This design comes from an exercise in tuning for small area, a short achievable clock period and few clock cycles on the open sky130 flow, not from production work.
The RTL was checked by simulation tests, not by an equivalence proof against the original design.
No activity file was given, so power comes from the tool's default toggle rates.

==> 10-10 <==
// zc_demod
module zc_demod (
    input  wire        clk,
    input  wire        rst,
    input  wire        cmd_valid,
    input  wire [31:0] cmd_data,
    output wire        cmd_ready,
    output reg         out_valid,
    output reg  [31:0] out_data,
    output wire [8:0]  status,
    output wire [63:0] sample_count
);
==> flow/config.mk <==
export PLATFORM = sky130hd
export DESIGN_NAME = zc_demod
export DESIGN_NICKNAME = zc_demod
export VERILOG_FILES = /design/flow/design.v
export SDC_FILE = /design/flow/constraint.sdc
export NUM_CORES = 4
export LEC_CHECK = 0
export CAP_MARGIN = 20
export CORE_MARGIN = 2
export CORE_UTILIZATION = 60
export CTS_CLUSTER_DIAMETER = 70
export CTS_CLUSTER_SIZE = 24
export PLACE_DENSITY = 0.75
export SLEW_MARGIN = 20
export SYNTH_HIERARCHICAL = 1
==> flow/constraint.sdc <==
create_clock -name core_clock -period 15.0 [get_ports {clk}]
set_input_delay 3.0000 -clock core_clock [delete_from_list [all_inputs] [get_ports {clk}]]
set_output_delay 3.0000 -clock core_clock [all_outputs]
set_load 0.01 [all_outputs]
standard.sh (not shown) runs the stock make flow with config.mk's settings and CLKGATE_MAP_FILE= SYNTH_SCRIPT=/design/flow/synth_recipe.tcl, a recipe that flattens the netlist after the stock synthesis.
==> flow/flow/run.sh <==
#!/bin/bash
# Standard layout (standard synthesis, floorplan, place, CTS, route), with
# repair_timing asked for more setup slack than the clock period needs, so
# that it shortens the critical paths, and port buffers that it can size.
set -euo pipefail
bash standard.sh finish SETUP_SLACK_MARGIN=10 "BUFFER_PORTS_ARGS=-buffer_cell sky130_fd_sc_hd__buf_2" > make_finish.log 2>&1
==> 03-18: changes against 10-10 <==
--- a/flow/design.v
+++ b/flow/design.v
@@ -63,17 +63,19 @@
     reg [16:0] idx;
     reg [1:0]  phase;
     reg        pol;
     reg [16:0] run_start;
     reg [46:0] hist0;
     reg [62:0] hist1;
     reg [38:0] hist2;
     reg [5:0]  fill0, fill1, fill2;    
-    reg [6:0]  eff0, eff1, eff2;       
+    reg [4:0]  eff0;
+    reg [5:0]  eff1;
+    reg [6:0]  eff2;
     reg        cv0, cv1, cv2;
     reg [2:0]  marks0;                 
     reg [2:0]  marks1;                 
     reg [1:0]  marks2;                 
     reg [2:0]  lk_e;
     reg [1:0]  lk_ch;
     reg        lk_inv;
     reg [7:0]  flen;
@@ -268,41 +270,41 @@
                 if (ev_inv) ctrl_inv <= cmd_data[0];
                 if (ev_raw) ctrl_raw <= cmd_data[0];
                 if (ev_eos) do_halt(3'd1);
                 if (ev_iof) do_halt(3'd3);
                 if (ev_start) phase <= PH_ALIGN;
                 if (ev_start || ev_smp || ev_pe) pol <= s_pol;
                 if (ev_align) begin
                     phase     <= PH_RUN;
-                    eff0      <= 7'd1;
-                    eff1      <= 7'd1;
+                    eff0      <= 5'd1;
+                    eff1      <= 6'd1;
                     eff2      <= 7'd1;
                     run_start <= idx;
                 end
                 if (ev_run) begin
-                    if (eff0 != 7'd127) eff0 <= eff0 + 7'd1;
-                    if (eff1 != 7'd127) eff1 <= eff1 + 7'd1;
+                    if (eff0 != 5'd31) eff0 <= eff0 + 5'd1;
+                    if (eff1 != 6'd63) eff1 <= eff1 + 6'd1;
                     if (eff2 != 7'd127) eff2 <= eff2 + 7'd1;
                 end
                 if (ev_smp) begin
                     idx <= idx_inc;
                     if (at_last) do_halt(3'd2);
                 end
                 if (ev_pe) begin
                     cv0  <= hold0;
-                    eff0 <= hold0 ? eff0 + 7'd1 : 7'd1;
+                    eff0 <= hold0 ? eff0 + 5'd1 : 5'd1;
                     if (bit0) begin
                         marks0 <= 3'd0;
                         hist0  <= {hist0[45:0], b0};
                         if (fill0 != 6'd47) fill0 <= fill0 + 6'd1;
                     end
                     if (mk0 && marks0 != 3'd7) marks0 <= marks0 + 3'd1;
                     cv1  <= hold1;
-                    eff1 <= hold1 ? eff1 + 7'd1 : 7'd1;
+                    eff1 <= hold1 ? eff1 + 6'd1 : 6'd1;
                     if (bit1) begin
                         marks1 <= 3'd0;
                         hist1  <= {hist1[61:0], b1};
                         if (fill1 != 6'd63) fill1 <= fill1 + 6'd1;
                     end
                     if (mk1 && marks1 != 3'd5) marks1 <= marks1 + 3'd1;
                     cv2  <= hold2;
                     eff2 <= hold2 ? eff2 + 7'd1 : 7'd1;
@@ -409,17 +411,19 @@
     assign ev_align = run && c_sample && (phase == PH_ALIGN) && !pol && s_pol;
     assign ev_run   = run && c_sample && (phase == PH_RUN) && !pulse_end;
     assign ev_inv   = run && c_setinv;
     assign ev_raw   = run && c_setraw;
     assign ev_eos   = run && c_eos;
     assign ev_iof   = run && c_iofail;
 endmodule
 module zc_pp (
-    input  wire [6:0]  eff0, eff1, eff2,
+    input  wire [4:0]  eff0,
+    input  wire [5:0]  eff1,
+    input  wire [6:0]  eff2,
     input  wire        cv0, cv1, cv2,
     input  wire [46:0] hist0,
     input  wire [62:0] hist1,
     input  wire [38:0] hist2,
     input  wire [5:0]  fill0, fill1, fill2,
     input  wire [2:0]  marks0,
     input  wire [2:0]  marks1,
     input  wire [1:0]  marks2,
@@ -445,22 +449,22 @@
     output wire        coal_hit
 );
     localparam [1:0] FSM_SEARCH = 2'd0, FSM_LOCKED = 2'd1, FSM_CAPT = 2'd2;
     localparam [47:0] PAT0 = 48'h6969_6969_6910;
     localparam [63:0] PAT1 = 64'hA5F0_3C96_E14B_7D28;
     localparam [31:0] PAT3 = 32'hB34F_0A5C;
     localparam [39:0] PAT5 = 40'hE8_1D4B_2796;
     localparam [39:0] PAT6 = 40'h17_E2B4_D869;
-    assign hold0 = (eff0 <= 7'd7);
-    assign bit0  = (eff0 >= 7'd8)  && (eff0 <= 7'd12);
-    assign mk0   = (eff0 >= 7'd18) && (eff0 <= 7'd22);
-    assign hold1 = (eff1 <= 7'd14);
-    assign bit1  = (eff1 >= 7'd15) && (eff1 <= 7'd24);
-    assign mk1   = (eff1 >= 7'd35) && (eff1 <= 7'd44);
+    assign hold0 = (eff0 <= 5'd7);
+    assign bit0  = (eff0 >= 5'd8)  && (eff0 <= 5'd12);
+    assign mk0   = (eff0 >= 5'd18) && (eff0 <= 5'd22);
+    assign hold1 = (eff1 <= 6'd14);
+    assign bit1  = (eff1 >= 6'd15) && (eff1 <= 6'd24);
+    assign mk1   = (eff1 >= 6'd35) && (eff1 <= 6'd44);
     assign hold2 = (eff2 <= 7'd29);
     assign bit2  = (eff2 >= 7'd30) && (eff2 <= 7'd49);
     assign mk2   = (eff2 >= 7'd70) && (eff2 <= 7'd89);
     assign b0 = !cv0;
     assign b1 = !cv1;
     assign b2 = !cv2;
     wire f0_48 = (fill0 >= 6'd47);
     wire f0_32 = (fill0 >= 6'd31);
==> flow/flow/run.sh (replaced) <==
#!/bin/bash
# Standard layout (standard synthesis, floorplan, place, CTS, route), with
# repair_timing asked for more setup slack than the clock period needs, so
# that it shortens the critical paths, and port buffers that it can size.
set -euo pipefail
bash standard.sh finish SETUP_SLACK_MARGIN=10.45 "BUFFER_PORTS_ARGS=-buffer_cell sky130_fd_sc_hd__buf_2" > make_finish.log 2>&1
Settings changed: ABC_AREA set to 1, CORE_UTILIZATION 60 to 50, CTS_CLUSTER_DIAMETER 70 to 85, CTS_CLUSTER_SIZE 24 to 27, PLACE_DENSITY 0.75 to 0.7.
==> 06-03: changes against 10-10 <==
==> flow/flow/run.sh (replaced) <==
#!/bin/bash
# Standard layout (standard synthesis, floorplan, place, CTS, route), with
# repair_timing asked for more setup slack than the clock period needs, so
# that it shortens the critical paths, and port buffers that it can size.
set -euo pipefail
bash standard.sh finish SETUP_SLACK_MARGIN=10.9 "BUFFER_PORTS_ARGS=-buffer_cell sky130_fd_sc_hd__buf_2" > make_finish.log 2>&1
Settings changed: ABC_AREA set to 1, CORE_UTILIZATION 60 to 40, PLACE_DENSITY 0.75 to 0.6.
==> summary.txt <==
* Status: complete, no violations
* Most frequent cells after synthesis: 1,747 x dfxtp_1, 277 x edfxtp_1, 118 x nor2_1
* Die area at 88,600 µm²
* Share of the synthesized area in compound gates (AO/OA/AOI/OAI) at 3.48%
* Internal at 6.74 mW
* Stages on worst setup path at 16
* Clk latency of the worst-skew pair at 0.69 ns
* Plain + repair buffers at 152
* Largest net degree at the start of global routing at 52
* Global routing usage on met2 at 28.9%
* Post-synthesis xor/xnor area fraction at 1.64%
* Multiplexer share of the synthesized area at 2.12%
* CTS sink count at 2,024
* Arrival time worst endpoint at 5.73 ns
* Routability cong. at 0.841
* Post-Syn Area at 51,700 µm²
The numbers above come from 10-10.

==> summary.txt <==
* Status: complete, no violations
* Gate power share at 0.9%
* Die area at 136,000 µm²
* DRT Pass-1 Iters at 6
* Post-synthesis xor/xnor area fraction at 0.378%
* Arrival time worst endpoint at 5.01 ns
* Stages on worst setup path at 17
* Largest net degree at the start of global routing at 35
* Global routing usage on met2 at 19.1%
* Multiplexer share of the synthesized area at 0.0633%
* Adder-Cell Fraction of Synth Area at 0.844%
* Plain + repair buffers at 261
* Routability cong. at 0.844
* Synth area leaders: dfxtp_1 66%, edfxtp_1 16%, nand2_1 4.4%
* Share of the synthesized area in compound gates (AO/OA/AOI/OAI) at 3.22%
* Internal at 6.86 mW
* Most frequent cells after synthesis: 1,747 x dfxtp_1, 626 x nand2_1, 335 x nor2_1
* Grt met3 use at 2.47%
The numbers above come from 06-03.

==> summary.txt <==
* CTS sink count at 2,021
* Plain + repair buffers at 135
* Global routing usage on met2 at 22.3%
* Arrival time worst endpoint at 5.02 ns
* Die area at 109,000 µm²
* Largest net degree at the start of global routing at 64
* Post-synthesis xor/xnor area fraction at 0.364%
* Multiplexer share of the synthesized area at 0.0637%
* Routed wl met2 at 35,500 µm
* Status: complete, no violations
* Routability cong. at 0.853
* Number of remaining DRC errors at 0
* Most frequent cells after synthesis: 1,747 x dfxtp_1, 588 x nand2_1, 364 x nor2_1
* Internal at 6.86 mW
* Clk latency of the worst-skew pair at 0.70 ns
* Post-Syn Area at 53,000 µm²
* Share of the synthesized area in compound gates (AO/OA/AOI/OAI) at 3.37%
The numbers above come from 03-18.

Testbench counts of 10-10, summed over its fixed seeds: cycles 390,972.
Testbench counts of 03-18, summed over its fixed seeds: cycles 390,972.
Testbench counts of 06-03, summed over its fixed seeds: cycles 390,972.

-- afterwards: timing with drivers on the ports --
No port has a modelled driver above. Below, the same layouts with a new extraction and two added sets of constraints. Step 1 assumes that a clkbuf_16 drives the clock port and a buf_2 every other input. Step 2 times the ports against the registers' clock, not the clock port: input delays grow and output delays shrink by t, the midpoint of the rising clock arrivals with the driver on. Three values: no drivers, after step 1, after step 2; two values: the first two.
run | t, ns | setup slack, ns | worst setup path after step 2
10-10 | 0.743 | 9.888 / 9.929 / 9.186 | input to register
03-18 | 0.750 | 10.438 / 10.484 / 9.734 | input to register
06-03 | 0.758 | 10.417 / 10.445 / 9.687 | input to register
After both steps setup and hold are still met in every run listed. The setup slack of 06-03, which loses most, moves by +0.028 ns with the drivers and by -0.730 ns with both steps.
